What follows belongs to an exercise in optimizing a design on an open flow for small area, a short achievable clock period and few clock cycles per item; a production flow would make more cautious choices. Function was checked by simulation only, so behaviour that the tests miss may differ from the original. Power figures rest on the tool's default switching activity, not on a simulated workload.

### flow/config.mk
export PLATFORM = sky130hd
export DESIGN_NAME = lz_compress
export DESIGN_NICKNAME = lz_compress
export VERILOG_FILES = /design/flow/design.v
export SDC_FILE = /design/flow/constraint.sdc
export NUM_CORES = 4
export LEC_CHECK = 0
export CAP_MARGIN = 20
export CORE_MARGIN = 2
export CORE_UTILIZATION = 65
export CTS_BUF_LIST = sky130_fd_sc_hd__clkbuf_8
export SETUP_SLACK_MARGIN = 5.0
export SLEW_MARGIN = 20
### flow/constraint.sdc
create_clock -name core_clock -period 10.0 [get_ports {clk}]
set_input_delay 2.0000 -clock core_clock [delete_from_list [all_inputs] [get_ports {clk}]]
set_output_delay 2.0000 -clock core_clock [all_outputs]
set_load 0.01 [all_outputs]
### flow/design.v
module lz_compress (
    input  wire        clk,
    input  wire        rst,
    input  wire        start,
    input  wire [12:0] src_len,
    input  wire [12:0] dst_cap,
    output wire        busy,
    output reg         done,
    output wire [7:0]  err_code,
    output wire [12:0] result_len,
    output wire [11:0] src_addr,
    input  wire [7:0]  src_rdata,
    output reg         dst_we,
    output reg  [12:0] dst_addr,
    output reg  [7:0]  dst_wdata,
    output reg  [11:0] head_addr,
    output reg         head_we,
    output reg  [12:0] head_wdata,
    input  wire [12:0] head_rdata,
    output reg  [10:0] chain_addr,
    output reg         chain_we,
    output wire [10:0] chain_wdata,
    input  wire [10:0] chain_rdata
);
    localparam [3:0]
        S_IDLE = 4'd0,
        S_CHK  = 4'd1,
        S_CLR  = 4'd2,
        S_HA   = 4'd3,    
        S_HB   = 4'd4,    
        S_SRCH = 4'd5,    
        S_DEC  = 4'd6,    
        S_T0   = 4'd7,    
        S_T1   = 4'd8,
        S_FIN  = 4'd9;
    reg [3:0]  state;
    reg [1:0]  err;
    reg [12:0] rem;          
    reg [12:0] q;            
    reg [12:0] co;           
    reg [3:0]  cnt;          
    reg [7:0]  w [0:9];      
    reg [11:0] sa;           
    reg [10:0] lk;
    reg        lkp;
    reg [3:0]  run_len;
    reg [12:0] hdr;
    reg        hpend;        
    reg        b1pend;
    reg [11:0] p, pf, cdist;
    reg [10:0] delta;
    reg        cyc0, cyc1;
    reg [3:0]  bl;
    reg [10:0] bd;
    reg        iv;
    reg [3:0]  ik;
    reg        fv;
    reg [3:0]  fk;
    assign busy        = (state != S_IDLE);
    assign err_code    = {6'd0, err};
    assign result_len  = co;
    assign src_addr    = sa;
    assign chain_wdata = lk;
    function eligible;
        input [7:0] b;
        begin
            eligible = (b == 8'h00) || (b >= 8'h09 && b <= 8'h7F);
        end
    endfunction
    wire [8:0] ha = {1'b0, w[1]};
    wire [8:0] hb = {1'b0, w[2]};
    wire [8:0] hash = {ha[5:0], ha[8:6]} ^ {hb[2:0], hb[8:3]} ^ {1'b0, w[3]};
    wire [11:0] hd     = q[11:0] - head_rdata[11:0];
    wire        hvalid = head_rdata[12] & ~hd[11];
    reg         ins_ok;      
    wire [3:0]  lim    = (rem >= 13'd10) ? 4'd10 : rem[3:0];
    wire [10:0] dsrc    = cyc1 ? chain_rdata : delta;
    wire [11:0] c_np    = p - {1'b0, dsrc};
    wire [11:0] c_npf   = pf - {1'b0, dsrc};
    wire [11:0] c_ndist = cdist + {1'b0, dsrc};
    wire        c_nval  = (dsrc != 11'd0) & ~c_ndist[11];
    function [3:0] nxt;
        input [3:0] k;
        reg   [3:0] s1;
        begin
            s1  = (k == 4'd1) ? 4'd3 : k + 4'd1;
            nxt = (s1 == bl) ? s1 + 4'd1 : s1;
        end
    endfunction
    wire        i_first = (ik == bl) && (bl >= 4'd3);
    wire [3:0]  nk      = i_first ? 4'd0 : nxt(ik);
    wire        nv      = iv && (nk < lim);
    wire m        = (src_rdata == w[fk]);
    wire f_ext    = (fk > bl);
    wire f_last   = (fk != bl) && !(nxt(fk) < lim);
    wire ev_rej   = fv && !f_ext && !m;
    wire ev_end   = fv && m && f_last;
    wire ev_acc   = fv && f_ext && !m;
    wire sw       = ev_rej || ev_acc;
    wire sw_valid = c_nval;
    wire [3:0]  bl_new = ev_acc ? fk : bl;
    wire [11:0] sw_p   = c_np;
    wire [11:0] sw_d   = c_ndist;
    wire [11:0] sw_a   = ev_acc ? (c_np + {8'd0, fk}) : c_npf;
    wire       is_pair  = (w[0] == 8'h20) && (w[1][7:6] == 2'b01);
    wire       tok_pair = is_pair && (bl <= 4'd3);
    wire       tok_bref = !tok_pair && (bl >= 4'd3);
    wire [3:0] tok_len  = tok_pair ? 4'd2 : (tok_bref ? bl : 4'd1);
    wire [7:0]  lb       = (state == S_T1) ? w[2] : ((state == S_T0) ? w[1] : w[0]);
    wire        lb_lit   = eligible(lb) && (run_len == 4'd0);
    wire [12:0] co1      = co + 13'd1;
    wire        t_pair   = (rem == 13'd2) && (w[1] == 8'h20) && (w[2][7:6] == 2'b01);
    reg        new_we;
    reg        wr_we;
    reg [12:0] wr_addr;
    reg [7:0]  wr_data;
    always @(*) begin
        head_addr  = {3'd0, hash};
        head_we    = 1'b0;
        head_wdata = {1'b1, q[11:0]};
        chain_addr = q[10:0];
        chain_we   = 1'b0;
        new_we     = 1'b0;
        wr_addr   = co;
        wr_data  = lb;
        case (state)
            S_CLR: begin
                head_addr  = {3'd0, q[8:0]};
                head_we    = 1'b1;
                head_wdata = 13'd0;
            end
            S_HB:   head_we = ins_ok;
            S_SRCH: chain_addr = p[10:0];
            S_DEC: begin
                new_we = 1'b1;
                if (tok_pair) begin
                    wr_data = w[1] ^ 8'h80;
                end else if (tok_bref) begin
                    wr_data = {2'b10, bd[10:5]};
                end else if (!lb_lit && run_len == 4'd0) begin
                    wr_addr = co1;
                end
            end
            S_T0: begin
                if (hpend) begin
                    new_we = 1'b0;
                end else if (t_pair) begin
                    new_we    = 1'b1;
                    wr_data = w[2] ^ 8'h80;
                end else if (rem != 13'd0) begin
                    new_we = 1'b1;
                    if (!lb_lit && run_len == 4'd0) wr_addr = co1;
                end
            end
            S_T1: begin
                new_we = !hpend;
                if (!lb_lit && run_len == 4'd0) wr_addr = co1;
            end
            S_FIN: begin
                if (!b1pend && !hpend && run_len != 4'd0) begin
                    new_we    = 1'b1;
                    wr_addr  = hdr;
                    wr_data = {4'd0, run_len};
                end
            end
            default: ;
        endcase
        if (state != S_SRCH && state != S_IDLE && state != S_CHK && state != S_CLR)
            chain_we = lkp;
        wr_we = new_we;
        if (!new_we) begin
            if (b1pend) begin
                wr_we    = 1'b1;
                wr_addr  = co;
                wr_data = {bd[4:0], bl[2:0] - 3'd3};
            end else if (hpend) begin
                wr_we    = 1'b1;
                wr_addr  = hdr;
                wr_data = {4'd0, run_len};
            end
        end
    end
    integer i;
    always @(posedge clk) begin
        if (rst) begin
            dst_we <= 1'b0;
        end else begin
            dst_we <= wr_we;
        end
        dst_addr  <= wr_addr;
        dst_wdata <= wr_data;
    end
    always @(posedge clk) begin
        if (rst) begin
            state   <= S_IDLE;
            done    <= 1'b0;
            err     <= 2'd0;
            co      <= 13'd0;
            lkp     <= 1'b0;
            hpend   <= 1'b0;
            b1pend  <= 1'b0;
            run_len <= 4'd0;
            fv      <= 1'b0;
            iv      <= 1'b0;
        end else begin
            done <= 1'b0;
            if (!new_we) begin
                if (b1pend) begin
                    b1pend <= 1'b0;
                    co     <= co1;
                end else if (hpend) begin
                    hpend   <= 1'b0;
                    run_len <= 4'd0;
                end
            end
            if (chain_we) lkp <= 1'b0;
            case (state)
                S_IDLE: begin
                    if (start) begin
                        rem   <= src_len;
                        ins_ok <= (src_len >= 13'd3);
                        co    <= dst_cap;
                        state <= S_CHK;
                    end
                end
                S_CHK: begin
                    if (rem > 13'd4096 || co > 13'd4609) begin
                        err   <= 2'd2;
                        co    <= 13'd0;
                        done  <= 1'b1;
                        state <= S_IDLE;
                    end else if (co < rem + {3'd0, rem[12:3]} + 13'd1) begin
                        err   <= 2'd3;
                        co    <= 13'd0;
                        done  <= 1'b1;
                        state <= S_IDLE;
                    end else begin
                        co      <= 13'd0;
                        q       <= 13'd0;
                        sa      <= 12'd3594;     
                        run_len <= 4'd0;
                        hpend   <= 1'b0;
                        b1pend  <= 1'b0;
                        lkp     <= 1'b0;
                        cnt     <= 4'd0;
                        state   <= S_CLR;
                    end
                end
                S_CLR: begin
                    for (i = 0; i < 9; i = i + 1) w[i] <= w[i+1];
                    w[9] <= src_rdata;
                    if (q[8:0] == 9'd511) begin
                        q     <= 13'h1fff;      
                        state <= S_HA;
                    end else begin
                        q  <= q + 13'd1;
                        sa <= sa + 12'd1;
                    end
                end
                S_HA: begin
                    q <= q + 13'd1;
                    if (cnt == 4'd0 && !ins_ok)
                        state <= S_T0;
                    else
                        state <= S_HB;
                end
                S_HB: begin
                    lk  <= hvalid ? hd[10:0] : 11'd0;
                    lkp <= ins_ok;
                    for (i = 0; i < 9; i = i + 1) w[i] <= w[i+1];
                    w[9] <= src_rdata;
                    if (cnt != 4'd0) begin
                        cnt   <= cnt - 4'd1;
                        rem   <= rem - 13'd1;
                        ins_ok <= (rem >= 13'd4);
                        sa    <= sa + 12'd1;
                        state <= S_HA;
                    end else begin
                        bl    <= 4'd2;
                        p     <= head_rdata[11:0];
                        pf    <= head_rdata[11:0];
                        sa    <= hvalid ? head_rdata[11:0] : q[11:0] + 12'd10;
                        cdist  <= hd;
                        iv    <= 1'b1;
                        ik    <= 4'd0;
                        fv    <= 1'b0;
                        cyc0  <= 1'b1;
                        cyc1  <= 1'b0;
                        state <= hvalid ? S_SRCH : S_DEC;
                    end
                end
                S_SRCH: begin
                    cyc0 <= 1'b0;
                    cyc1 <= cyc0;
                    if (cyc1) delta <= chain_rdata;
                    if (ev_end) begin
                        bl    <= lim;
                        bd    <= cdist[10:0];
                        fv    <= 1'b0;
                        sa    <= q[11:0] + 12'd10;
                        state <= S_DEC;
                    end else if (sw) begin
                        if (ev_acc) begin
                            bl <= fk;
                            bd <= cdist[10:0];
                        end
                        fv <= 1'b0;
                        if (!sw_valid) begin
                            sa    <= q[11:0] + 12'd10;
                            state <= S_DEC;
                        end else begin
                            p    <= sw_p;
                            cdist <= sw_d;
                            sa   <= sw_a;
                            pf   <= sw_a;
                            cyc0 <= 1'b1;
                            cyc1 <= 1'b0;
                            iv   <= 1'b1;
                            ik   <= (bl_new >= 4'd3) ? bl_new : 4'd0;
                        end
                    end else begin
                        fv  <= iv;
                        fk  <= ik;
                        iv  <= nv;
                        ik  <= nk;
                        sa  <= p + {8'd0, nk};
                    end
                end
                S_DEC: begin
                    q   <= q + 13'd1;
                    rem <= rem - 13'd1;
                    ins_ok <= (rem >= 13'd4);
                    cnt <= tok_len - 4'd1;
                    state <= (tok_len == 4'd1 && rem < 13'd4) ? S_T0 : S_HB;
                    if (tok_pair || tok_bref) begin
                        co <= co1;
                        if (run_len != 4'd0) hpend <= 1'b1;
                        b1pend <= tok_bref;
                    end else if (lb_lit) begin
                        co <= co1;
                    end else begin
                        if (run_len == 4'd0) begin
                            hdr <= co;
                            co  <= co + 13'd2;
                        end else begin
                            co  <= co1;
                        end
                        run_len <= run_len + 4'd1;
                        if (run_len == 4'd7) hpend <= 1'b1;
                    end
                end
                S_T0, S_T1: begin
                    if (hpend) begin
                        state <= state;
                    end else if (state == S_T0 && t_pair) begin
                        co <= co1;
                        if (run_len != 4'd0) hpend <= 1'b1;
                        state <= S_FIN;
                    end else if (state == S_T0 && rem == 13'd0) begin
                        state <= S_FIN;
                    end else begin
                        if (lb_lit) begin
                            co <= co1;
                        end else begin
                            if (run_len == 4'd0) begin
                                hdr <= co;
                                co  <= co + 13'd2;
                            end else begin
                                co  <= co1;
                            end
                            run_len <= run_len + 4'd1;
                            if (run_len == 4'd7) hpend <= 1'b1;
                        end
                        state <= (state == S_T0 && rem == 13'd2) ? S_T1 : S_FIN;
                    end
                end
                S_FIN: begin
                    if (!b1pend && !hpend) begin
                        if (run_len != 4'd0) begin
                            run_len <= 4'd0;
                        end else begin
                            err   <= 2'd0;
                            done  <= 1'b1;
                            state <= S_IDLE;
                        end
                    end
                end
                default: state <= S_IDLE;
            endcase
        end
    end
endmodule
### flow/flow/run.sh
#!/bin/bash
# Standard layout, with plain buffers (buf_2) on the ports instead of the
# delay buffers buffer_ports picks by default.
set -euo pipefail
export BUFFER_PORTS_ARGS="-buffer_cell sky130_fd_sc_hd__buf_2"
bash standard.sh > standard.log 2>&1
### flow/standard.sh
#!/bin/bash
# synth_recipe.tcl (not shown) runs the flow's synth.tcl, then flattens the netlist and writes it again
# the make line also repeats each setting of config.mk as NAME=value (left out here)
make -C /OpenROAD-flow-scripts/flow DESIGN_CONFIG=/design/flow/config.mk WORK_HOME=/design/flow/orfs CLKGATE_MAP_FILE= SYNTH_SCRIPT=/design/flow/synth_recipe.tcl "${@:-finish}"
==> key figures, run 1 <==
Run status
  • Outcome: no timing/DRC/antenna violations

Logic synthesis
  • Area leader, netlist: edfxtp_1
  • Register area share after synthesis: 38.6%
  • Post-synth EDFFs: 218
  • Mapped Area: 19600 sq um
  • Mean area per synthesized cell: 8.95 sq um
  • Synth Register Bits: 269
  • Main synth FF type: edfxtp_1
  • Synth cell types: 96
  • Share of the synthesized area in the top cell type: 33.4%
  • Post-synthesis instance total: 2193
  • Yosys warnings: 2
  • Top cells by count, synth: 244 x nand2_1, 218 x edfxtp_1, 181 x a21oi_1, 176 x nor2_1, 157 x o21ai_0
  • Ys async rst share: 0%
  • Most numerous cell in the Yosys netlist: nand2_1
  • Ranking of synthesized cells by area: edfxtp_1 33%, ha_1 7.0%, dfxtp_1 5.2%

Drt
  • WL/cell: 24.5 microns
  • DRT Pass-1 Iters: 8
  • Post-route DRC: 0
  • Initial DRC count: 2973
  • Vias per std cell: 6.93
  • Antenna Nets Post-Route: 0
  • Vias: 19000
  • Post-Route WL: 67.2 mm

Worst setup path
  • WP data required: 10.34 ns
  • Worst setup EP type: flop
  • Crit Path Class: in2reg
  • Data arrival, critical path: 5.35 ns
  • Maximum fanout along the worst path: 16
  • Critical Path Source Type: input pin

Clock network
  • CTS sink count: 269
  • Clock-pin slew on the worst setup and hold paths: 0.06 ns
  • Clk root buf: clkbuf_8
  • Worst-skew pair later-pin latency: 0.65 ns
  • CTS Buffer Depth: 3
  • CTS buffer count: 49
  • Htree depth: 2
  • CTS tree: built

Final layout
  • Area grow syn2layout: 10.7%
  • Final net count: 2488
  • Final instance count without filler cells: 2740
  • Share of cells above drive strength 1: 13.7%
  • Post-route design area: 21700 sq um

Timing
  • Tmin final: 5.01 ns
  • Slew headroom: 27.6%
  • Fin. Hold Viols: 0
  • Slew @ Worst Pin: 1.08 ns
  • RSZ-0062 raised after global routing: yes
  • Final setup vio count: 0
  • Slew Viols, Final: 0
  • Clock skew: 0.0518 ns
  • FMAX: 0.200 GHz
  • Setup TNS: 0 ns
  • Period Utilization, post-route: 50.1%

Floorplan
  • Core Footprint: 29700 sq um
  • Die W: 178 microns
  • Die Y: 178 microns
  • I/O pins: 167
  • Die area: 31600 sq um
  • Initial Util: 66.0%
  • Rows: 63

Power
  • Reg power frac: 39.0%
  • Leak pwr: 8.38 nW
  • Net Sw Power: 0.00176 W
  • Clock power frac: 23.7%
  • Switching Share: 40.7%
  • Int Pwr: 0.00257 W
  • VDD IR-drop max: 151 uV
  • Pwr dens: 199 nW/um^2
  • Combinational share of power: 37.3%

Placed design
  • DP Cell Count: 2642
  • Placer Congestion: 1.04
  • Detailed Place HPWL: 49.0 mm
  • Placed cell area: 20600 sq um
  • Port Buffers: 157

GRT
  • Initial antenna violation count: 1
  • First-pass GRT wire length: 101 mm
  • Largest net degree at the start of global routing: 81
  • Vias in the first global route: 17500
  • Total track usage: 41.9%
  • Congestion Overflow GR: 0

Hold path
  • Tightest Hold Check Type: reg2reg

Flow run
  • Max cap viols: 0
power groups by stage:
stage	combinational (W)	sequential [W]	clock, W
after floorplan	0.00110	0.00158	0
after global placement	0.00150	0.00169	0
after detailed placement	0.00154	0.00169	0
after CTS	0.00156	0.00167	0.00102
after global routing	0.00175	0.00170	0.00107
final	0.00161	0.00169	0.00103
final timing paths:
kind	from	endpoint	slack [ns]	cells past startpoint
worst max-delay path	chain_rdata[1]	sa[1]	4.99	13
worst min register to register	w[9][5]	w[8][5]	0.45	0
worst min-delay path	w[9][5]	w[8][5]	0.45	0
worst max register to register	fk[1]	sa[1]	5.07	11
per-layer routing:
layer	vias to the layer above	track usage (%)	wire [microns]
li1	8369	-	-
met1	8872	55.8	25100
met2	1500	65.6	30200
met3	251	8.29	8250
met4	0	19.8	3660
met5	-	0	0
critical path, cell delays in order:
cell and delay [ns]:
buf_2 0.13, mux2i_4 0.31, inv_1 0.15, ha_1 0.30
a21oi_1 0.28, o2111a_1 0.27, o21ai_1 0.11, and3_1 0.22
o22ai_4 0.29, nand2_1 0.14, mux2i_4 0.47, a221oi_2 0.13
or4_1 0.54
area by class of cell:
type,count,area [sq um]
fill,2199,8000
clock inverter,37,200
antenna,1,2.50
clock buffer,53,729
sequential,269,7570
multi-input combinational,1714,11400
tap,390,488
inverter,92,349
timing repair buffer,184,1010
logic make-up after synthesis:
group,share of synthesized area [%]
buf+inv,4.56
xor+xnor,7.10
fa+ha+maj,7.73
compound gates,22.0
mux,1.89
simple gates,18.1
flops,38.6
other cells,0.0191
registers in the layout, summed over array words and instances (netlist names), 8 cells and up:
| register | cells |
|---|---|
| w | 80 |
| lk | 11 |
| q | 12 |
| delta | 11 |
| rem | 13 |
| pf | 12 |
| cdist | 12 |
| sa | 12 |
| p | 12 |
| hdr | 13 |
| co | 13 |
| dst_addr | 13 |
| dst_wdata | 8 |
| bd | 11 |
layout by cell type, fill, tap and decap left out, drive strengths merged, types with 16 or more instances in the layout:
master / count
nand2: 244
edfxtp: 218
buf: 184
a21oi: 181
nor2: 176
o21ai: 160
inv: 110
ha: 110
xnor2: 93
xor2: 66
nand3: 58
nor3: 55
clkbuf: 53
dfxtp: 51
nor2b: 37
mux2i: 29
o22ai: 28
and2: 22
a21o: 22
a211oi: 22
nor4: 22
and3: 20
nand2b: 20
o31ai: 20
a221oi: 20
a22oi: 19
a31oi: 19
nand4: 18
or3: 18
o211ai: 16
o221ai: 16
clkinv: 16
metrics by stage:
step | total power, W | worst slack [ns] | util [%] | hold WS [ns]
finish | 0.00433 | 4.99 | 73.1 | 0.452
global route | 0.00452 | 4.83 | 73.1 | 0.451
global placement | 0.00319 | 4.44 | 69.4 | 0.432
detailed placement | 0.00324 | 4.35 | 69.4 | 0.438
floorplan | 0.00268 | 5.01 | - | 0.418
CTS | 0.00425 | 4.90 | 72.7 | 0.454
what timing repair did:
action                                  CTS  global route
endpoints found under the setup margin   51            94
resized for setup                         7            17
pin swaps                                 1             0
hold buffers                              0             0
buffers inserted                          2             5
hold endpoints to repair                  0             0
Testbench counts, summed over its fixed seeds: cycles 340,128, bytes 47,585.
==> run 2: changes to the inputs <==
--- a/flow/design.v
+++ b/flow/design.v
@@ -47,7 +47,7 @@
     reg [12:0] hdr;
     reg        hpend;        
     reg        b1pend;
-    reg [11:0] p, pf, cdist;
+    reg [11:0] p;
     reg [10:0] delta;
     reg        cyc0, cyc1;
     reg [3:0]  bl;
@@ -76,6 +76,8 @@
     wire [3:0]  lim    = (rem >= 13'd10) ? 4'd10 : rem[3:0];
     wire [10:0] dsrc    = cyc1 ? chain_rdata : delta;
     wire [11:0] c_np    = p - {1'b0, dsrc};
+    wire [11:0] cdist   = q[11:0] - p;                           
+    wire [11:0] pf      = p + ((bl >= 4'd3) ? {8'd0, bl} : 12'd0);  
     wire [11:0] c_npf   = pf - {1'b0, dsrc};
     wire [11:0] c_ndist = cdist + {1'b0, dsrc};
     wire        c_nval  = (dsrc != 11'd0) & ~c_ndist[11];
@@ -278,9 +280,7 @@
                     end else begin
                         bl    <= 4'd2;
                         p     <= head_rdata[11:0];
-                        pf    <= head_rdata[11:0];
                         sa    <= hvalid ? head_rdata[11:0] : q[11:0] + 12'd10;
-                        cdist  <= hd;
                         iv    <= 1'b1;
                         ik    <= 4'd0;
                         fv    <= 1'b0;
@@ -310,9 +310,7 @@
                             state <= S_DEC;
                         end else begin
                             p    <= sw_p;
-                            cdist <= sw_d;
                             sa   <= sw_a;
-                            pf   <= sw_a;
                             cyc0 <= 1'b1;
                             cyc1 <= 1'b0;
                             iv   <= 1'b1;
==> flow/run.sh (new file) <==
#!/bin/bash
# synth_recipe.tcl (not shown) runs the flow's synth.tcl, then flattens the netlist and writes it again
# the make line also repeats each setting of config.mk as NAME=value (left out here)
make -C /OpenROAD-flow-scripts/flow DESIGN_CONFIG=/design/flow/config.mk WORK_HOME=/design/flow/orfs CLKGATE_MAP_FILE= SYNTH_SCRIPT=/design/flow/synth_recipe.tcl finish
--- a/flow/config.mk
+++ b/flow/config.mk
@@ -7,7 +7,7 @@
 export LEC_CHECK = 0
 export CAP_MARGIN = 20
 export CORE_MARGIN = 2
-export CORE_UTILIZATION = 65
+export CORE_UTILIZATION = 50
 export CTS_BUF_LIST = sky130_fd_sc_hd__clkbuf_8
 export SETUP_SLACK_MARGIN = 5.0
 export SLEW_MARGIN = 20
removed: flow/flow/run.sh
removed: flow/standard.sh
==> run 2 against run 1 <==
Compared with the run above: highest routed layer is now met5; sequential cell count down 24; maximum frequency about the same; critical path type is now reg2out; critical endpoint is now chain_addr[2]; final area up 6.8%.
==> key figures, run 2 <==
Final layout
  • Commonest non-fill, non-tap cells in the layout: 196 x nand2_1, 194 x edfxtp_1, 148 x nor2_1, 146 x clkdlybuf4s50_1, 140 x a21oi_1
  • Share of cells above drive strength 1: 12.2% (-1.5 points)
  • Post-route design area: 23200 sq um (+6.8%)
  • Max reg flops: 80 (unchanged)
  • Biggest register: w
  • Area grow syn2layout: 20.4%
  • Most common cell after layout, fill and taps aside: nand2_1
  • Final net count: 2553 (+2.6%)

Clock network
  • Htree depth: 2 (unchanged)
  • Clk root buf: clkbuf_8
  • CTS sink count: 245 (-8.9%)
  • Clock-pin slew on the worst setup and hold paths: 0.06 ns (about the same)
  • Worst-skew pair later-pin latency: 0.67 ns (+0.02 ns)
  • CTS Buffer Depth: 3 (unchanged)
  • CTS buffer count: 46 (-6.1%)
  • CTS tree: built

Placed design
  • Port Buffers: 157 (unchanged)
  • Placer Congestion: 0.978 (-5.9%)
  • Placed cell area: 21200 sq um (+2.9%)
  • Detailed Place HPWL: 50.8 mm (+3.7%)

Timing
  • Slew Viols, Final: 0 (unchanged)
  • Slew headroom: 24.0% (-3.5 points)
  • Setup TNS: 0 ns (unchanged)
  • Period Utilization, post-route: 50.1% (about the same)
  • Tmin final: 5.01 ns (+0.00403 ns)
  • RSZ-0062 raised after global routing: yes
  • FMAX: 0.200 GHz (about the same)
  • Final setup vio count: 0 (unchanged)
  • Slew @ Worst Pin: 1.13 ns (+0.0470 ns)
  • Fin. Hold Viols: 0 (unchanged)
  • Clock skew: 0.0536 ns (+0.00180 ns)

Logic synthesis
  • Main synth FF type: edfxtp_1
  • Mean area per synthesized cell: 8.81 sq um (-1.6%)
  • Mapped Area: 19300 sq um (-1.9%)
  • Synth Register Bits: 245 (-8.9%)
  • Most numerous cell in the Yosys netlist: nand2_1
  • Area leader, netlist: edfxtp_1
  • Post-synthesis instance total: 2187 (-0.27%)
  • Synth cell types: 93 (-3.1%)
  • Ys async rst share: 0% (unchanged)
  • Register area share after synthesis: 35.5% (-3.0 points)
  • Top cells by count, synth: 198 x nand2_1, 194 x edfxtp_1, 151 x nor2_1, 150 x a21oi_1, 134 x o21ai_0
  • Ranking of synthesized cells by area: edfxtp_1 30%, ha_1 7.8%, dfxtp_1 5.3%
  • Yosys warnings: 2 (unchanged)
  • Post-synth EDFFs: 194 (-11%)
  • Share of the synthesized area in the top cell type: 30.2% (-3.1 points)

Worst setup path
  • CP cell instances: buf_4 -> nand2b_2 -> or3b_2 -> buf_8 -> o21ai_2 -> clkdlybuf4s50_1
  • Critical Path Source Type: flop
  • Crit Path Class: reg2out
  • Data arrival, critical path: 3.01 ns (-2.34 ns)
  • Flop2flop setup slack: 5.11 ns (+0.04 ns)
  • Maximum fanout along the worst path: 47 (+31)
  • Slowest-stage cell, CP: clkdlybuf4s50_1
  • Worst r2r path cells: 22 (+11)
  • Worst setup EP type: output pin
  • WP data required: 8.00 ns (-2.34 ns)
  • Max stage delay on crit path: 0.58 ns (+0.04 ns)

Power
  • Clock power frac: 25.4% (+1.7 points)
  • Combinational share of power: 36.8% (-0.5 points)
  • Net Sw Power: 0.00151 W (-14%)
  • Switching Share: 38.4% (-2.3 points)
  • Int Pwr: 0.00243 W (-5.5%)
  • Pwr dens: 170 nW/um^2 (-15%)
  • VDD IR-drop max: 121 uV (-20%)
  • Reg power frac: 37.8% (-1.2 points)
  • Leak pwr: 8.63 nW (+3.0%)

Drt
  • Post-Route WL: 69.7 mm (+3.8%)
  • Vias: 18700 (-1.6%)
  • WL/cell: 24.0 microns (-1.9%)
  • DRT Pass-1 Iters: 8 (unchanged)
  • Highest Signal Layer: met5
  • Met1 WL: 28.7 mm (+14%)
  • Metal2 WL: 32.2 mm (+6.7%)
  • Antenna Nets Post-Route: 0 (unchanged)
  • Post-route DRC: 0 (unchanged)
  • Vias per std cell: 6.44 (-7.1%)
  • Initial DRC count: 1951 (-34%)
  • Met3 routed WL: 6.32 mm (-23%)

Hold path
  • Tightest Hold Check Type: reg2reg
  • Hold path depth: 0 (unchanged)

Flow run
  • Max cap viols: 0 (unchanged)

GRT
  • Largest net degree at the start of global routing: 81 (unchanged)
  • Vias in the first global route: 18000 (+2.8%)
  • Total track usage: 34.0% (-7.8 points)
  • Initial antenna violation count: 3 (+2)
  • Congestion Overflow GR: 0 (unchanged)
  • First-pass GRT wire length: 107 mm (+5.7%)

Floorplan
  • I/O pins: 167 (unchanged)
  • Rows: 71 (+13%)
  • Core Footprint: 37800 sq um (+27%)
  • Die area: 40100 sq um (+27%)
  • Initial Util: 50.9% (-15 points)
  • Die Y: 200 microns (+13%)
  • Die W: 200 microns (+13%)

Run status
  • Outcome: no timing/DRC/antenna violations
==> run 2: cell types whose count changed in the layout (fill, tap and decap cells not counted), sizes merged, moves of 11 or more <==
cell	previous run	this run
a21oi	181	150
buf	184	95
nor2	176	151
a31oi	19	54
nand2	244	200
clkdlybuf4s50	0	146
edfxtp	218	194
inv	110	131
nand3	58	69
a22oi	19	32
o21ai	160	146
==> run 2: layout make-up <==
class                      instances  area (sq um)
antenna                            2          5.00
sequential                       245          6860
clock inverter                    30           211
multi-input combinational       1693         12000
inverter                         120           450
fill                            3342         14600
clock buffer                      50           688
timing repair buffer             250          2370
tap                              511           639
==> run 2: per-stage QoR <==
step	util, %	hold WS (ns)	setup slack (ns)	cells	power (W)
floorplan	-	0.418	4.64	2195	0.00224
global placement	56.1	0.430	3.41	2756	0.00278
detailed placement	56.1	0.435	3.32	2757	0.00280
CTS	60.3	0.448	4.96	2877	0.00388
global route	61.3	0.458	4.93	2900	0.00413
finish	61.3	0.448	4.99	2901	0.00394
==> run 2: cells by family (layout without fill, tap and decap cells) <==
group,Yosys count,count (layout),synth area share (%)
other cells,1,11,0.0195
simple gates,692,692,17.7
compound gates,669,669,22.9
fa+ha+maj,136,136,9.46
buf+inv,257,450,5.51
flops,245,245,35.5
xor+xnor,147,147,6.68
mux,40,40,2.16
==> run 2: metal layers <==
layer	vias up	global-route usage, %
met5	-	0
met1	8989	45.8
met3	177	6.48
met2	1028	54.6
met4	2	12.6
li1	8490	-
==> run 2: power by group through the flow <==
stage / registers (W) / clock network [W] / logic [W]
global route: 0.00150 / 0.00106 / 0.00156
floorplan: 0.00139 / 0 / 0.000845
detailed placement: 0.00150 / 0 / 0.00130
finish: 0.00149 / 0.00100 / 0.00145
global placement: 0.00150 / 0 / 0.00128
CTS: 0.00148 / 0.00102 / 0.00138
==> run 2: critical path: cells and delay by family, from the launching register on <==
kind	cells	cell delay (ns)
flops	1	0.30
simple gates	2	0.77
compound gates	1	0.25
buf+inv	3	1.00
==> run 2: final timing paths <==
kind                         to      from
hold / removal          w[7][5]   w[8][5]
setup reg to reg          sa[9]      p[2]
hold reg to reg         w[7][5]   w[8][5]
setup / recovery  chain_addr[2]  state[3]
==> run 2: what timing repair did <==
| item | CTS | global route |
|---|---|---|
| gates resized for setup | 89 | 48 |
| cloned | 0 | 0 |
| hold buffers | 0 | 0 |
| endpoints found under the setup margin | 110 | 85 |
| setup buffers | 40 | 21 |
| pin swaps | 32 | 16 |
Testbench counts of run 2, summed over its fixed seeds: cycles 340,128, bytes 47,585.
==> run 3: changes to the inputs <==
--- a/flow/design.v
+++ b/flow/design.v
@@ -69,7 +69,7 @@
     endfunction
     wire [8:0] ha = {1'b0, w[1]};
     wire [8:0] hb = {1'b0, w[2]};
-    wire [8:0] hash = {ha[5:0], ha[8:6]} ^ {hb[2:0], hb[8:3]} ^ {1'b0, w[3]};
+    wire [8:0] hash = {ha[3:0], ha[8:4]} ^ (ha >> 3) ^ {hb[6:0], hb[8:7]} ^ (hb >> 3) ^ {1'b0, w[3]};
     wire [11:0] hd     = q[11:0] - head_rdata[11:0];
     wire        hvalid = head_rdata[12] & ~hd[11];
     reg         ins_ok;      
@@ -103,7 +103,8 @@
     wire [3:0]  bl_new = ev_acc ? fk : bl;
     wire [11:0] sw_p   = c_np;
     wire [11:0] sw_d   = c_ndist;
-    wire [11:0] sw_a   = ev_acc ? (c_np + {8'd0, fk}) : c_npf;
+    wire [11:0] acc_a  = (p + {8'd0, fk}) - {1'b0, delta};
+    wire [11:0] sw_a   = ev_acc ? acc_a : c_npf;
     wire       is_pair  = (w[0] == 8'h20) && (w[1][7:6] == 2'b01);
     wire       tok_pair = is_pair && (bl <= 4'd3);
     wire       tok_bref = !tok_pair && (bl >= 4'd3);
==> flow/flow/run.sh (new file) <==
#!/bin/bash
# Standard layout (the standard.sh, standard synthesis), with two changes:
# plain buffers (buf_2) on the ports instead of the delay buffers buffer_ports
# picks by default, and timing repair aiming 6 ns below the 10 ns clock.
set -euo pipefail
export BUFFER_PORTS_ARGS="-buffer_cell sky130_fd_sc_hd__buf_2"
export SETUP_SLACK_MARGIN=6.0
bash standard.sh > standard.log 2>&1
==> flow/standard.sh (new file) <==
#!/bin/bash
# synth_recipe.tcl (not shown) runs the flow's synth.tcl, then flattens the netlist and writes it again
# the make line also repeats each setting of config.mk as NAME=value (left out here)
make -C /OpenROAD-flow-scripts/flow DESIGN_CONFIG=/design/flow/config.mk WORK_HOME=/design/flow/orfs CLKGATE_MAP_FILE= SYNTH_SCRIPT=/design/flow/synth_recipe.tcl "${@:-finish}"
--- a/flow/config.mk
+++ b/flow/config.mk
@@ -9,5 +9,4 @@
 export CORE_MARGIN = 2
 export CORE_UTILIZATION = 50
 export CTS_BUF_LIST = sky130_fd_sc_hd__clkbuf_8
-export SETUP_SLACK_MARGIN = 5.0
 export SLEW_MARGIN = 20
removed: flow/run.sh
==> run 3 against run 2 <==
Compared with the run above: worst hold slack worse by 0.0022 ns; synthesized area up 0.78%; cell count up 5.1%; highest routed layer unchanged.
==> key figures, run 3 <==
Run status
  • Outcome: no timing/DRC/antenna violations

Drt
  • DRT Pass-1 Iters: 8 (unchanged)
  • Antenna Nets Post-Route: 0 (unchanged)
  • Vias per std cell: 6.34 (-1.6%)
  • WL/cell: 24.6 microns (+2.1%)
  • Vias: 19300 (+3.4%)
  • Post-Route WL: 74.9 mm (+7.4%)
  • Initial DRC count: 1882 (-3.5%)
  • Post-route DRC: 0 (unchanged)

Logic synthesis
  • Main synth FF type: edfxtp_1
  • Yosys warnings: 2 (unchanged)
  • Synth Register Bits: 245 (unchanged)
  • Area leader, netlist: edfxtp_1
  • Mapped Area: 19400 sq um (+0.78%)
  • Post-synth EDFFs: 194 (unchanged)
  • Mean area per synthesized cell: 8.78 sq um (-0.27%)
  • Post-synthesis instance total: 2210 (+1.1%)
  • Register area share after synthesis: 35.3% (-0.27 points)
  • Share of the synthesized area in the top cell type: 30.0% (-0.23 points)
  • Ys async rst share: 0% (unchanged)
  • Synth cell types: 86 (-7.5%)
  • Most numerous cell in the Yosys netlist: nand2_1
  • Top cells by count, synth: 206 x nand2_1, 194 x edfxtp_1, 179 x nor2_1, 168 x o21ai_0, 165 x a21oi_1
  • Ranking of synthesized cells by area: edfxtp_1 30%, ha_1 9.0%, dfxtp_1 5.3%

Floorplan
  • Die W: 201 microns (+0.38%)
  • Initial Util: 50.5% (-0.43 points)
  • Die area: 40400 sq um (+0.77%)
  • Core Footprint: 38500 sq um (+1.6%)
  • Die Y: 201 microns (+0.38%)
  • I/O pins: 167 (unchanged)
  • Rows: 72 (+1.4%)

Timing
  • Final setup vio count: 0 (unchanged)
  • FMAX: 0.206 GHz (+3.2%)
  • Slew @ Worst Pin: 1.07 ns (-0.0620 ns)
  • Period Utilization, post-route: 48.6% (-1.5 points)
  • Worst setup margin: 5.14 ns (+0.153 ns)
  • Tmin final: 4.86 ns (-0.153 ns)
  • Slew Viols, Final: 0 (unchanged)
  • RSZ-0062 raised after global routing: yes
  • Clock skew: 0.0711 ns (+0.0176 ns)
  • Fin. Hold Viols: 0 (unchanged)
  • Slew headroom: 28.7% (+4.7 points)
  • Setup TNS: 0 ns (unchanged)

Worst setup path
  • Maximum fanout along the worst path: 4 (-91%)
  • Worst path buffer plus inverter count: 5 (+2)
  • Critical Path Most Common Cell: a21oi_2
  • WP data required: 10.40 ns (+2.40 ns)
  • Data arrival, critical path: 5.26 ns (+2.25 ns)
  • Crit-path leading delay family: compound AO/OA/AOI/OAI gates
  • Crit Path Class: reg2reg
  • Critical Path Source Type: flop
  • Slowest-stage cell, CP: edfxtp_1
  • Worst setup EP type: flop
  • Max stage delay on crit path: 0.44 ns (-0.14 ns)

Clock network
  • Clock-pin slew on the worst setup and hold paths: 0.06 ns (about the same)
  • Worst-skew pair later-pin latency: 0.68 ns (about the same)
  • CTS buffer count: 49 (+6.5%)
  • CTS sink count: 245 (unchanged)
  • CTS tree: built
  • Hold-fix buffers, CTS: 0 (unchanged)
  • Htree depth: 2 (unchanged)
  • CTS Buffer Depth: 3 (unchanged)
  • Clk root buf: clkbuf_8

GRT
  • First-pass GRT wire length: 111 mm (+4.1%)
  • Initial antenna violation count: 3 (unchanged)
  • Total track usage: 35.7% (+1.7 points)
  • Congestion Overflow GR: 0 (unchanged)
  • Largest net degree at the start of global routing: 81 (unchanged)
  • Vias in the first global route: 18400 (+2.4%)

Final layout
  • Biggest register: w
  • Share of cells above drive strength 1: 26.3% (+14 points)
  • Commonest non-fill, non-tap cells in the layout: 194 x nand2_1, 194 x edfxtp_1, 161 x nor2_1, 142 x a21oi_1, 142 x buf_2
  • Area grow syn2layout: 28.2%
  • Max reg flops: 80 (unchanged)
  • Final net count: 2708 (+6.1%)

Placed design
  • Dpl ws: 4.30 ns (+0.984 ns)
  • Detailed Place HPWL: 52.1 mm (+2.5%)
  • Port Buffers: 157 (unchanged)
  • Placer Congestion: 0.942 (-3.7%)

Power
  • Pwr dens: 101 nW/um^2 (-41%)
  • VDD IR-drop max: 114 uV (-6.1%)
  • Leak pwr: 10.0 nW (+16%)

Hold path
  • Tightest Hold Check Type: reg2reg

Flow run
  • Max cap viols: 0 (unchanged)
-- run 3: changes by cell type after synthesis, sizes merged, moves of 19 or more --
cell	previous run	this run
nand3	69	50
ha	120	139
a31oi	54	28
nor2	151	180
inv	120	142
xnor2	89	115
o21ai	146	180
-- run 3: kinds of logic after synthesis --
logic type               count (synthesis)  share of synthesized area, %
AND/OR/NAND/NOR                        676                          16.7
other                                    1                        0.0193
flip-flops                             245                          35.3
adder cells (fa/ha/maj)                158                          10.9
multiplexers                            45                          2.37
AO/OA/AOI/OAI                          663                          22.2
XOR/XNOR                               158                          7.13
buffers and inverters                  264                          5.45
-- run 3: area by class of cell --
type / count / area (sq um)
antenna: 2 / 5.00
clock buffer: 60 / 826
clock inverter: 31 / 213
fill: 3228 / 13600
inverter: 143 / 557
multi-input combinational: 1709 / 13000
sequential: 245 / 6860
tap: 518 / 648
timing repair buffer: 341 / 2780
-- run 3: power breakdown --
group | internal (W) | switching, W | total [W]
clock | 0.000601 | 0.000509 | 0.00111
sequential | 0.00110 | 0.0000220 | 0.00113
combinational | 0.000115 | 0.000152 | 0.000267
total | 0.00182 | 0.000683 | 0.00250
-- run 3: metrics by stage --
step / total power [W] / area, sq um / hold WS, ns / std cells / util [%]
floorplan: 0.00130 / 19900 / 0.418 / 2218 / -
global route: 0.00258 / 24900 / 0.455 / 3047 / 64.7
global placement: 0.00137 / 20900 / 0.428 / 2803 / 54.4
CTS: 0.00249 / 23700 / 0.446 / 2992 / 61.6
finish: 0.00250 / 24900 / 0.446 / 3049 / 64.7
detailed placement: 0.00137 / 20900 / 0.432 / 2803 / 54.4
-- run 3: final timing paths --
| check | from | end | slack (ns) | cells past startpoint |
|---|---|---|---|---|
| worst min register to register | w[9][5] | w[8][5] | 0.45 | 0 |
| worst min-delay path | w[9][5] | w[8][5] | 0.45 | 0 |
| worst max-delay path | q[0] | sa[2] | 5.14 | 27 |
| worst max register to register | q[0] | sa[2] | 5.14 | 27 |
-- run 3: layer usage --
| layer | vias to the layer above | wire (microns) | GRT usage, % |
|---|---|---|---|
| met5 | - | 13 | 0 |
| met4 | 2 | 4140 | 16.9 |
| met3 | 236 | 6510 | 6.01 |
| met2 | 1075 | 34100 | 57.5 |
| met1 | 9317 | 30100 | 47.0 |
| li1 | 8695 | - | - |
-- run 3: timing repair --
item	in CTS	in global routing
endpoints found under the setup margin	168	153
cloned	10	2
gates resized for setup	177	158
pin swaps	48	79
setup buffers	88	53
Testbench counts of run 3, summed over its fixed seeds: cycles 333,986, bytes 47,585.
==> run 4: changes to the inputs <==
==> flow/flow/run.sh (replaced) <==
#!/bin/bash
# Standard layout (the standard.sh, standard synthesis), with two changes:
# plain buffers (buf_1) on the ports instead of the delay buffers buffer_ports
# picks by default, and timing repair aiming 6 ns below the 10 ns clock.
set -euo pipefail
export BUFFER_PORTS_ARGS="-buffer_cell sky130_fd_sc_hd__buf_1"
export SETUP_SLACK_MARGIN=6.0
bash standard.sh > standard.log 2>&1
--- a/flow/config.mk
+++ b/flow/config.mk
@@ -8,5 +8,5 @@
 export CAP_MARGIN = 20
 export CORE_MARGIN = 2
 export CORE_UTILIZATION = 50
-export CTS_BUF_LIST = sky130_fd_sc_hd__clkbuf_8
+export CTS_BUF_LIST = sky130_fd_sc_hd__clkbuf_4 sky130_fd_sc_hd__clkbuf_8
 export SLEW_MARGIN = 20
==> run 4 against run 3 <==
Compared with the run above: still clean; global-route usage shrank 0.42 points; combinational power shrank 3%; synthesized area is the same; sequential cell count is the same; highest routed layer is now met4.
==> key figures, run 4 <==
Timing
  • FMAX: 0.204 GHz (-1.1%)
  • Final setup vio count: 0 (unchanged)
  • Slew headroom: 29.6% (+0.90 points)
  • Worst setup margin: 5.09 ns (-0.0525 ns)
  • Fin. Hold Viols: 0 (unchanged)
  • Setup TNS: 0 ns (unchanged)
  • Period Utilization, post-route: 49.1% (+0.53 points)
  • Tmin final: 4.91 ns (+0.0525 ns)
  • RSZ-0062 raised after global routing: yes
  • Slew Viols, Final: 0 (unchanged)
  • Slew @ Worst Pin: 1.06 ns (-0.0135 ns)
  • Clock skew: 0.0425 ns (-0.0287 ns)

Flow run
  • Max cap viols: 0 (unchanged)

GRT
  • Congestion Overflow GR: 0 (unchanged)
  • Vias in the first global route: 18300 (-0.65%)
  • Total track usage: 35.3% (-0.42 points)
  • Initial antenna violation count: 1 (-2)
  • First-pass GRT wire length: 110 mm (-1.1%)
  • Largest net degree at the start of global routing: 81 (unchanged)

Hold path
  • Hold path depth: 0 (unchanged)
  • Tightest Hold Check Type: reg2reg
  • Hold Startpoint: w[6][4]
  • Worst hold endpoint: w[5][4]

Clock network
  • Hold-fix buffers, CTS: 0 (unchanged)
  • CTS sink count: 245 (unchanged)
  • Htree depth: 2 (unchanged)
  • CTS tree: built
  • Clk root buf: clkbuf_8
  • Clock-pin slew on the worst setup and hold paths: 0.06 ns (about the same)
  • CTS Buffer Depth: 3 (unchanged)
  • Worst-skew pair later-pin latency: 0.66 ns (-0.02 ns)
  • CTS buffer count: 46 (-6.1%)

Drt
  • Vias per std cell: 6.33 (-0.15%)
  • Post-route DRC: 0 (unchanged)
  • Antenna Nets Post-Route: 0 (unchanged)
  • Initial DRC count: 1974 (+4.9%)
  • DRT Pass-1 Iters: 6 (-2)
  • Vias: 19500 (+0.96%)
  • WL/cell: 24.6 microns (+0.11%)
  • Post-Route WL: 75.8 mm (+1.2%)

Final layout
  • Commonest non-fill, non-tap cells in the layout: 194 x edfxtp_1, 184 x nand2_1, 161 x nor2_1, 157 x buf_4, 140 x a21oi_1
  • Max reg flops: 80 (unchanged)
  • Share of cells above drive strength 1: 23.9% (-2.4 points)
  • Filler Cell Count: 3195 (-1.0%)
  • Final net count: 2747 (+1.4%)
  • Area grow syn2layout: 29.9%
  • Most common cell after layout, fill and taps aside: edfxtp_1
  • Biggest register: w
  • Final instance count without filler cells: 3083 (+1.1%)
  • Post-route design area: 25200 sq um (+1.3%)

Worst setup path
  • Critical Path Source Type: flop
  • Worst setup EP type: flop
  • Worst r2r path cells: 26 (-3.7%)
  • Worst reg2reg path endpoint: state[0]
  • Reg2reg start: q[0]
  • WP data required: 10.46 ns (+0.06 ns)
  • Crit Path Class: reg2reg
  • Maximum fanout along the worst path: 3 (-1)
  • Data arrival, critical path: 5.37 ns (+0.11 ns)
  • Flop2flop setup slack: 5.09 ns (-0.05 ns)

Placed design
  • Detailed Place HPWL: 51.6 mm (-0.90%)
  • Port Buffers: 157 (unchanged)
  • Placed cell area: 20700 sq um (-1.0%)
  • Placer Congestion: 0.949 (+0.76%)
  • DP Cell Count: 2800 (-0.11%)
  • Dpl ws: 4.37 ns (+0.0672 ns)

Logic synthesis
  • Share of the synthesized area in the top cell type: 30.0% (unchanged)
  • Ranking of synthesized cells by area: edfxtp_1 30%, ha_1 9.0%, dfxtp_1 5.3%
  • Post-synthesis instance total: 2210 (unchanged)
  • Mapped Area: 19400 sq um (unchanged)
  • Ys async rst share: 0% (unchanged)
  • Top cells by count, synth: 206 x nand2_1, 194 x edfxtp_1, 179 x nor2_1, 168 x o21ai_0, 165 x a21oi_1
  • Mean area per synthesized cell: 8.78 sq um (unchanged)
  • Synth cell types: 86 (unchanged)
  • Area leader, netlist: edfxtp_1
  • Most numerous cell in the Yosys netlist: nand2_1
  • Register area share after synthesis: 35.3% (unchanged)
  • Yosys warnings: 2 (unchanged)
  • Synth Register Bits: 245 (unchanged)
  • Main synth FF type: edfxtp_1
  • Post-synth EDFFs: 194 (unchanged)

Power
  • Clock power frac: 43.3% (-1.0 points)
  • Pwr dens: 97.3 nW/um^2 (-3.3%)
  • Switching Share: 27.3% (+0.050 points)
  • Net Sw Power: 0.000670 W (-1.8%)
  • Int Pwr: 0.00178 W (-2.1%)
  • Power, Total: 0.00245 W (-2.0%)
  • Combinational share of power: 10.6% (about the same)
  • VDD IR-drop max: 99.5 uV (-13%)
  • Reg power frac: 46.1% (+1.1 points)
  • Leak pwr: 9.81 nW (-2.0%)

Floorplan
  • Die Y: 201 microns (unchanged)
  • Die W: 201 microns (unchanged)
  • Die area: 40400 sq um (unchanged)
  • Rows: 72 (unchanged)
  • Initial Util: 50.5% (unchanged)
  • I/O pins: 167 (unchanged)
  • Core Footprint: 38500 sq um (unchanged)

Run status
  • Outcome: no timing/DRC/antenna violations
==> run 4: cell counts after synthesis <==
No cell type changed its count.
==> run 4: stage by stage <==
stage	hold slack, ns	utilization, %
3_3_place_gp	0.431	53.9
6_report	0.444	65.5
3_5_place_dp	0.431	53.9
4_1_cts	0.441	60.9
2_1_floorplan	0.418	-
5_1_grt	0.461	65.5
==> run 4: logic make-up (layout without fill, tap and decap cells) <==
| family | count (synthesis) | count (layout) | synth area share (%) |
|---|---|---|---|
| other | 1 | 10 | 0.0193 |
| buffers and inverters | 264 | 609 | 5.45 |
| multiplexers | 45 | 45 | 2.37 |
| flip-flops | 245 | 245 | 35.3 |
| XOR/XNOR | 158 | 158 | 7.13 |
| AND/OR/NAND/NOR | 676 | 677 | 16.7 |
| adder cells (fa/ha/maj) | 158 | 158 | 10.9 |
| AO/OA/AOI/OAI | 663 | 663 | 22.2 |
==> run 4: critical path, stage by stage (launching register included) <==
cell      delay [ns]
edfxtp_1        0.43
inv_2           0.13
ha_4            0.15
inv_2           0.03
fa_2            0.33
a21o_1          0.18
a21oi_2         0.17
o21bai_1        0.09
a21oi_2         0.16
nor2b_1         0.07
o21a_1          0.20
nor2_2          0.12
xnor2_2         0.14
ha_1            0.26
o21a_1          0.19
o21ai_2         0.20
a21oi_2         0.09
a221oi_2        0.27
o311ai_2        0.15
xnor2_1         0.15
buf_4           0.17
a211oi_4        0.31
buf_12          0.17
buf_12          0.10
nor3_4          0.05
nor4_2          0.25
a221oi_1        0.16
==> run 4: timing repair <==
item / 4_1_cts / 5_1_grt
pin swaps: 64 / 91
gates resized for setup: 206 / 223
endpoints found under the setup margin: 176 / 155
buffers inserted: 95 / 89
cloned: 9 / 5
==> run 4: layout make-up <==
type / instances / area [sq um] / area share, %
clock buffer: 65 / 795 / 3.15
antenna: 1 / 2.50 / 0.00992
multi-input combinational: 1710 / 13200 / 52.4
inverter: 143 / 564 / 2.24
tap: 518 / 648 / 2.57
clock inverter: 19 / 154 / 0.610
sequential: 245 / 6860 / 27.2
timing repair buffer: 382 / 2980 / 11.8
==> run 4: metal layers <==
layer	vias to the layer above	GRT usage [%]	wire [microns]	share of wire [%]
met5	-	0	0	0
met4	0	16.1	4150	5.5
met3	246	6.02	6840	9.0
met2	1079	56.7	34400	45
met1	9419	46.7	30400	40
li1	8767	-	-	-
==> run 4: worst max path at each step <==
stage / slack (ns) / cells after the start / start / to
2_1_floorplan: 5.36 / 15 / chain_rdata[1] / sa[10]
3_3_place_gp: 4.46 / 14 / chain_rdata[6] / ik[0]
3_5_place_dp: 4.37 / 24 / q[0] / ik[1]
4_1_cts: 5.19 / 24 / q[0] / sa[11]
5_1_grt: 4.96 / 26 / q[0] / state[0]
6_report: 5.09 / 26 / q[0] / state[0]
==> run 4: power by group through the flow <==
stage                     clock network (W)  logic, W  registers (W)
after floorplan                           0  0.000156        0.00114
after global placement                    0  0.000204        0.00115
after detailed placement                  0  0.000208        0.00115
after CTS                           0.00107  0.000231        0.00113
after global routing                0.00111  0.000281        0.00113
final                               0.00106  0.000260        0.00113
==> run 5: changes to the inputs <==
--- a/flow/design.v
+++ b/flow/design.v
@@ -48,6 +48,7 @@
     reg        hpend;        
     reg        b1pend;
     reg [11:0] p;
+    reg [10:0] room;         
     reg [10:0] delta;
     reg        cyc0, cyc1;
     reg [3:0]  bl;
@@ -76,11 +77,10 @@
     wire [3:0]  lim    = (rem >= 13'd10) ? 4'd10 : rem[3:0];
     wire [10:0] dsrc    = cyc1 ? chain_rdata : delta;
     wire [11:0] c_np    = p - {1'b0, dsrc};
-    wire [11:0] cdist   = q[11:0] - p;                           
     wire [11:0] pf      = p + ((bl >= 4'd3) ? {8'd0, bl} : 12'd0);  
     wire [11:0] c_npf   = pf - {1'b0, dsrc};
-    wire [11:0] c_ndist = cdist + {1'b0, dsrc};
-    wire        c_nval  = (dsrc != 11'd0) & ~c_ndist[11];
+    wire [10:0] c_room  = room - dsrc;
+    wire        c_nval  = (dsrc != 11'd0) && (dsrc <= room);
     function [3:0] nxt;
         input [3:0] k;
         reg   [3:0] s1;
@@ -102,7 +102,6 @@
     wire sw_valid = c_nval;
     wire [3:0]  bl_new = ev_acc ? fk : bl;
     wire [11:0] sw_p   = c_np;
-    wire [11:0] sw_d   = c_ndist;
     wire [11:0] acc_a  = (p + {8'd0, fk}) - {1'b0, delta};
     wire [11:0] sw_a   = ev_acc ? acc_a : c_npf;
     wire       is_pair  = (w[0] == 8'h20) && (w[1][7:6] == 2'b01);
@@ -281,6 +280,7 @@
                     end else begin
                         bl    <= 4'd2;
                         p     <= head_rdata[11:0];
+                        room  <= ~hd[10:0];
                         sa    <= hvalid ? head_rdata[11:0] : q[11:0] + 12'd10;
                         iv    <= 1'b1;
                         ik    <= 4'd0;
@@ -296,14 +296,14 @@
                     if (cyc1) delta <= chain_rdata;
                     if (ev_end) begin
                         bl    <= lim;
-                        bd    <= cdist[10:0];
+                        bd    <= ~room;
                         fv    <= 1'b0;
                         sa    <= q[11:0] + 12'd10;
                         state <= S_DEC;
                     end else if (sw) begin
                         if (ev_acc) begin
                             bl <= fk;
-                            bd <= cdist[10:0];
+                            bd <= ~room;
                         end
                         fv <= 1'b0;
                         if (!sw_valid) begin
@@ -311,6 +311,7 @@
                             state <= S_DEC;
                         end else begin
                             p    <= sw_p;
+                            room <= c_room;
                             sa   <= sw_a;
                             cyc0 <= 1'b1;
                             cyc1 <= 1'b0;
==> flow/flow/run.sh (replaced) <==
#!/bin/bash
# Standard layout (the standard.sh, standard synthesis), with plain
# buffers (buf_1) on the ports instead of the delay buffers buffer_ports picks
# by default, and timing repair aiming 5 ns below the 10 ns clock.
set -euo pipefail
export BUFFER_PORTS_ARGS="-buffer_cell sky130_fd_sc_hd__buf_1"
export SETUP_SLACK_MARGIN=5.0
bash standard.sh > standard.log 2>&1
==> run 5 against run 4 <==
Compared with the run above: combinational power down 9.2%; via count down 10%; cell count down 9.2%; non-clock buffer count down 192; sequential share of layout area up 6.4 points; critical path depth down 15; maximum frequency up 2.9%; first-iteration DRC count down 15%; still clean on timing, DRC and antenna; sequential cell count up 11; count of clock-buffer cells in the layout down 5; final area down 15%.
==> key figures, run 5 <==
Run status
  • Outcome: no timing/DRC/antenna violations

Drt
  • Post-route DRC: 0 (unchanged)
  • Vias: 17500 (-10%)
  • Initial DRC count: 1685 (-15%)
  • Antenna Nets Post-Route: 0 (unchanged)
  • Vias per std cell: 6.25 (-1.2%)
  • DRT Pass-1 Iters: 8 (+2)
  • WL/cell: 23.3 microns (-5.2%)
  • Post-Route WL: 65.2 mm (-14%)

Logic synthesis
  • Register area share after synthesis: 37.2% (+1.9 points)
  • Ranking of synthesized cells by area: edfxtp_1 32%, ha_1 8.3%, dfxtp_1 5.3%
  • Post-Synth Adder-Cell Area: 10.3% (-0.65 points)
  • Ys async rst share: 0% (unchanged)
  • Area leader, netlist: edfxtp_1
  • Mapped Area: 19300 sq um (-0.57%)
  • Mux share of post-synthesis cell area: 1.96% (-0.41 points)
  • Synth cell types: 89 (+3.5%)
  • Synth Area in Compound Gates: 21.7% (-0.44 points)
  • Synth Register Bits: 256 (+4.5%)
  • Yosys warnings: 2 (unchanged)
  • Main synth FF type: edfxtp_1
  • Most numerous cell in the Yosys netlist: edfxtp_1
  • Share of the synthesized area in the top cell type: 31.9% (+1.9 points)
  • Mean area per synthesized cell: 9.06 sq um (+3.1%)
  • Main combinational cell family by area after synthesis: compound AO/OA/AOI/OAI gates
  • Synth Area in Simple Gates: 15.6% (-1.1 points)
  • Top cells by count, synth: 205 x edfxtp_1, 185 x nand2_1, 153 x a21oi_1, 145 x o21ai_0, 141 x nor2_1
  • Xor and xnor fraction of the mapped netlist area: 7.53% (+0.40 points)
  • Post-synthesis instance total: 2131 (-3.6%)
  • Post-synth EDFFs: 205 (+5.7%)

Worst setup path
  • Worst setup EP type: flop
  • Worst setup path end: fk[2]
  • Worst r2r path cells: 11 (-58%)
  • Worst reg2reg path endpoint: fk[2]
  • WP depth: 11 (-58%)
  • CP cell instances: inv_1 -> ha_1 -> a221oi_1 -> a311oi_1 -> a311oi_1 -> a21boi_0 -> o22ai_1 -> or3_1 -> o21ai_1 -> nand2_1 -> nor3_2
  • Critical Path Source Type: flop
  • Worst path buffer plus inverter count: 1 (-4)
  • Critical Path Most Common Cell: a311oi_1
  • Crit Path Class: reg2reg
  • Flop2flop setup slack: 5.22 ns (+0.14 ns)
  • WP data required: 10.33 ns (-0.13 ns)
  • Data arrival, critical path: 5.11 ns (-0.26 ns)
  • Max stage delay on crit path: 0.54 ns (+0.11 ns)
  • Reg2reg start: fk[0]
  • Slowest-stage cell, CP: ha_1
  • Worst setup path start: fk[0]
  • Crit-path leading delay family: compound AO/OA/AOI/OAI gates
  • Maximum fanout along the worst path: 17 (+14)

Final layout
  • Most common cell after layout, fill and taps aside: edfxtp_1
  • Final instance count without filler cells: 2798 (-9.2%)
  • Biggest register: w
  • Final net count: 2457 (-11%)
  • Commonest non-fill, non-tap cells in the layout: 205 x edfxtp_1, 184 x nand2_1, 156 x buf_1, 147 x a21oi_1, 144 x o21ai_0
  • Max reg flops: 80 (unchanged)
  • Area grow syn2layout: 10.6%
  • Share of cells above drive strength 1: 7.79% (-16 points)

Clock network
  • Htree depth: 2 (unchanged)
  • CTS sink count: 256 (+4.5%)
  • Clk root buf: clkbuf_8
  • Clock-pin slew on the worst setup and hold paths: 0.06 ns (about the same)
  • CTS Buffer Depth: 3 (unchanged)
  • CTS buffer count: 47 (+2.2%)
  • CTS tree: built
  • Worst-skew pair later-pin latency: 0.68 ns (+0.02 ns)

Timing
  • Hold_ws: 0.447 ns (+0.00249 ns)
  • Clock skew: 0.0455 ns (+0.00309 ns)
  • Tmin final: 4.78 ns (-0.136 ns)
  • Setup TNS: 0 ns (unchanged)
  • RSZ-0062 raised after global routing: no
  • Slew Viols, Final: 0 (unchanged)
  • Fin. Hold Viols: 0 (unchanged)
  • Worst setup margin: 5.22 ns (+0.136 ns)
  • FMAX: 0.209 GHz (+2.9%)
  • Slew @ Worst Pin: 1.10 ns (+0.0473 ns)
  • Slew headroom: 26.5% (-3.2 points)
  • Final setup vio count: 0 (unchanged)
  • Period Utilization, post-route: 47.8% (-1.4 points)

Floorplan
  • Rows: 71 (-1.4%)
  • I/O pins: 167 (unchanged)
  • Initial Util: 51.0% (+0.54 points)
  • Core Footprint: 37800 sq um (-1.6%)
  • Die W: 200 microns (-0.28%)
  • Die Y: 200 microns (-0.28%)
  • Die area: 40200 sq um (-0.56%)

GRT
  • Initial antenna violation count: 1 (unchanged)
  • Congestion Overflow GR: 0 (unchanged)
  • Vias in the first global route: 16700 (-8.5%)
  • Total track usage: 31.8% (-3.5 points)
  • Largest net degree at the start of global routing: 81 (unchanged)
  • First-pass GRT wire length: 99.5 mm (-9.6%)

Flow run
  • Max cap viols: 0 (unchanged)

Placed design
  • Port Buffers: 157 (unchanged)
  • Detailed Place HPWL: 48.2 mm (-6.6%)
  • Placer Congestion: 0.986 (+3.9%)
  • DP Cell Count: 2704 (-3.4%)
  • Dpl ws: 4.37 ns (+0.00318 ns)

Hold path
  • Tightest Hold Check Type: reg2reg
  • Hold path depth: 0 (unchanged)

Power
  • VDD IR-drop max: 93.4 uV (-6.1%)
  • Leak pwr: 8.00 nW (-18%)
  • Pwr dens: 116 nW/um^2 (+20%)
run 5: stage by stage:
step                      total power [W]  instance area [sq um]  utilization [%]
after floorplan                   0.00136                  19400                -
after global placement            0.00144                  20200             53.5
after detailed placement          0.00144                  20200             53.5
after CTS                         0.00249                  21200             56.1
after global routing              0.00257                  21300             56.4
final                             0.00248                  21300             56.4
run 5: where the power goes:
group	leakage, nW	total [W]	switching (W)	internal (W)
Clock	0.493	0.00105	0.000501	0.000547
Combinational	5.23	0.000236	0.000142	0.0000944
Sequential	2.28	0.00119	0.0000350	0.00116
run 5: per-layer routing:
| layer | global-route usage [%] | share of wire (%) |
|---|---|---|
| met3 | 6.02 | 8.5 |
| met2 | 50.5 | 45 |
| met1 | 43.2 | 42 |
| met4 | 12.2 | 3.9 |
| met5 | 0 | 0 |
run 5: worst register-to-register path, stage by stage (launching register included):
cell and delay, ns:
edfxtp_1 0.44, inv_1 0.20, ha_1 0.54, a221oi_1 0.37, a311oi_1 0.08, a311oi_1 0.43, a21boi_0 0.26, o22ai_1 0.18
or3_1 0.53, o21ai_1 0.47, nand2_1 0.48, nor3_2 0.45
run 5: area by class of cell:
class / instances / area, sq um
Fill cell: 3561 / 16500
Antenna cell: 1 / 2.50
Clock inverter: 26 / 199
Inverter: 143 / 537
Multi-Input combinational cell: 1611 / 11200
Sequential cell: 256 / 7180
Timing Repair Buffer: 190 / 838
Tap cell: 511 / 639
Clock buffer: 60 / 744
run 5: how the worst min path moves through the flow:
| stage | startpoint | endpoint | slack [ns] |
|---|---|---|---|
| detailed placement | w[7][5] | w[6][5] | 0.43 |
| finish | w[6][3] | w[5][3] | 0.45 |
| global placement | w[6][2] | w[5][2] | 0.44 |
| floorplan | w[7][5] | w[6][5] | 0.42 |
| CTS | w[6][3] | w[5][3] | 0.45 |
| global route | w[7][7] | w[6][7] | 0.46 |
run 5: kinds of logic (layout without fill, tap and decap cells):
logic type / count (synthesis) / after routing
multiplexers: 36 / 36
buffers and inverters: 272 / 419
XOR/XNOR: 166 / 166
adder cells (fa/ha/maj): 147 / 147
AND/OR/NAND/NOR: 608 / 608
other: 1 / 10
flip-flops: 256 / 256
AO/OA/AOI/OAI: 645 / 645
run 5: what timing repair did:
| item | CTS | global route |
|---|---|---|
| hold buffers | 0 | 0 |
| setup endpoints to repair | 56 | 70 |
| gates cloned | 0 | 0 |
| pin swaps | 0 | 0 |
| gates resized for setup | 7 | 18 |
| buffers inserted | 0 | 7 |
Testbench counts of run 5, summed over its fixed seeds: cycles 333,986, bytes 47,585.
==> run 6: changes to the inputs <==
==> flow/flow/run.sh (replaced) <==
#!/bin/bash
# Standard layout, with plain buffers (buf_2) on the ports instead of the
# delay buffers buffer_ports picks by default.
set -euo pipefail
export BUFFER_PORTS_ARGS="-buffer_cell sky130_fd_sc_hd__buf_2"
bash standard.sh > standard.log 2>&1
--- a/flow/config.mk
+++ b/flow/config.mk
@@ -7,6 +7,7 @@
 export LEC_CHECK = 0
 export CAP_MARGIN = 20
 export CORE_MARGIN = 2
-export CORE_UTILIZATION = 50
-export CTS_BUF_LIST = sky130_fd_sc_hd__clkbuf_4 sky130_fd_sc_hd__clkbuf_8
+export CORE_UTILIZATION = 65
+export CTS_BUF_LIST = sky130_fd_sc_hd__clkbuf_8
+export SETUP_SLACK_MARGIN = 5.0
 export SLEW_MARGIN = 20
==> run 6 against run 5 <==
Compared with the run above: via count increased by 3.0%; maximum frequency decreased by 2.6%; synthesized cell count unchanged; sequential power about the same; core utilization up 17 points; total power is 2.4% higher; worst setup slack lost 0.13 ns; sequential cell count stayed put; global-route usage grew 7.8 points; worst hold slack better by 0.0060 ns; critical path type is now reg2out; critical endpoint is now chain_addr[2]; highest routed layer unchanged.
==> key figures, run 6 <==
Logic synthesis
  • Most numerous cell in the Yosys netlist: edfxtp_1
  • Post-synth EDFFs: 205 (unchanged)
  • Yosys warnings: 2 (unchanged)
  • Post-synthesis instance total: 2131 (unchanged)
  • Synth Register Bits: 256 (unchanged)

Final layout
  • Final net count: 2453 (-0.16%)
  • Commonest non-fill, non-tap cells in the layout: 205 x edfxtp_1, 183 x nand2_1, 157 x buf_2, 150 x inv_1, 147 x a21oi_1
  • Area grow syn2layout: 11.1%

Placed design
  • Port Buffers: 157 (unchanged)
  • DP Cell Count: 2577 (-4.7%)

Timing
  • Hold_ws: 0.453 ns (+0.00603 ns)
  • Slew headroom: 29.1% (+2.6 points)
  • Tmin final: 4.90 ns (+0.128 ns)
  • Setup TNS: 0 ns (unchanged)
  • Final setup vio count: 0 (unchanged)
  • Slew @ Worst Pin: 1.06 ns (-0.0469 ns)

Hold path
  • Tightest Hold Check Type: reg2reg
  • Worst hold endpoint: w[8][5]
  • Hold path depth: 0 (unchanged)

Clock network
  • Worst-skew pair later-pin latency: 0.60 ns (-0.08 ns)
  • CTS Buffer Depth: 3 (unchanged)

Floorplan
  • Core Footprint: 29400 sq um (-22%)
  • Initial Util: 65.6% (+15 points)
  • Die area: 31100 sq um (-23%)

Power
  • Combinational share of power: 9.7% (+0.2 points)
  • Pwr dens: 118 nW/um^2 (+1.9%)
  • Leak pwr: 8.51 nW (+6.4%)
  • VDD IR-drop max: 96.7 uV (+3.6%)
  • Net Sw Power: 0.000671 W (-1.1%)

Run status
  • Outcome: no timing/DRC/antenna violations

Worst setup path
  • Crit Path Class: reg2out

GRT
  • First-pass GRT wire length: 96.0 mm (-3.6%)
  • Initial antenna violation count: 1 (unchanged)

Flow run
  • Max cap viols: 0 (unchanged)
## run 6: changes by cell type in the layout (fill, tap and decap cells not counted), sizes merged
cell	change
clkinv	-6
bufinv	+3
clkinvlp	+1
buf	-3
inv	+11
clkbuf	-9
## run 6: cells by family (layout without fill, tap and decap cells)
logic type	Yosys count	after routing	synth area share [%]
adders and majority gates	147	147	10.3
buffers and inverters	272	416	5.74
DFF	256	256	37.2
other	1	10	0.0194
AOI/OAI and AO/OA	645	645	21.7
xor gates and xnor gates	166	166	7.53
muxes	36	36	1.96
and+or+nand+nor	608	608	15.6
## run 6: what timing repair did
| item | 4_1_cts | 5_1_grt |
|---|---|---|
| gates cloned | 0 | 1 |
| pin swaps | 0 | 2 |
| buffers inserted | 1 | 8 |
| hold buffers | 0 | 0 |
| resized for setup | 5 | 23 |
| setup endpoints to repair | 36 | 73 |
## run 6: critical path: stages (launching register included)
cell and delay [ns]:
dfxtp_1 0.95, nor2b_1 0.30, nand3b_1 0.10, buf_4 0.36, o21ai_0 0.36, buf_2 0.19
## run 6: area by class of cell
cell class              count  area share [%]
multi-input cells        1611            52.3
flip-flops and latches    256            33.5
repair buffers            187            4.72
clock buffers              51            3.27
inverters                 143            2.52
well taps                 390            2.28
clock inverters            35            1.41
diodes                      1          0.0117
## run 6: per-stage QoR
step	instance area [sq um]	setup WS, ns	utilization, %
2_1_floorplan	19400	5.04	-
3_3_place_gp	20200	4.24	68.8
3_5_place_dp	20200	4.14	68.8
4_1_cts	21300	5.01	72.4
5_1_grt	21400	5.00	72.9
6_report	21400	5.10	72.9
## run 6: power groups by stage
| stage | Combinational (W) | Sequential [W] | Clock [W] |
|---|---|---|---|
| finish | 0.000246 | 0.00119 | 0.00110 |
| global route | 0.000269 | 0.00119 | 0.00115 |
| CTS | 0.000234 | 0.00119 | 0.00110 |
| detailed placement | 0.000232 | 0.00121 | 0 |
| global placement | 0.000227 | 0.00121 | 0 |
| floorplan | 0.000165 | 0.00120 | 0 |
## run 6: worst max path at each step
| stage | start | to | slack, ns | cells past startpoint |
|---|---|---|---|---|
| 2_1_floorplan | chain_rdata[1] | sa[8] | 5.04 | 14 |
| 3_3_place_gp | head_rdata[1] | sa[11] | 4.24 | 13 |
| 3_5_place_dp | head_rdata[1] | sa[11] | 4.14 | 13 |
| 4_1_cts | head_rdata[1] | sa[11] | 5.01 | 13 |
| 5_1_grt | state[2] | chain_addr[0] | 5.00 | 6 |
| 6_report | state[2] | chain_addr[2] | 5.10 | 5 |
## run 6: routing by layer
metal / track usage [%] / part of all wire [%]
met5: 0 / 0
met4: 18.2 / 5.0
met3: 6.46 / 11
met2: 63.5 / 46
met1: 53.0 / 39

Setup slack of run 6, layout unchanged: 5.097 ns with ideal ports, 5.046 ns with driving cells assumed (clock clkbuf_16, inputs buf_2), 4.507 ns with port delays also shifted by the 0.637 ns mid clock arrival.
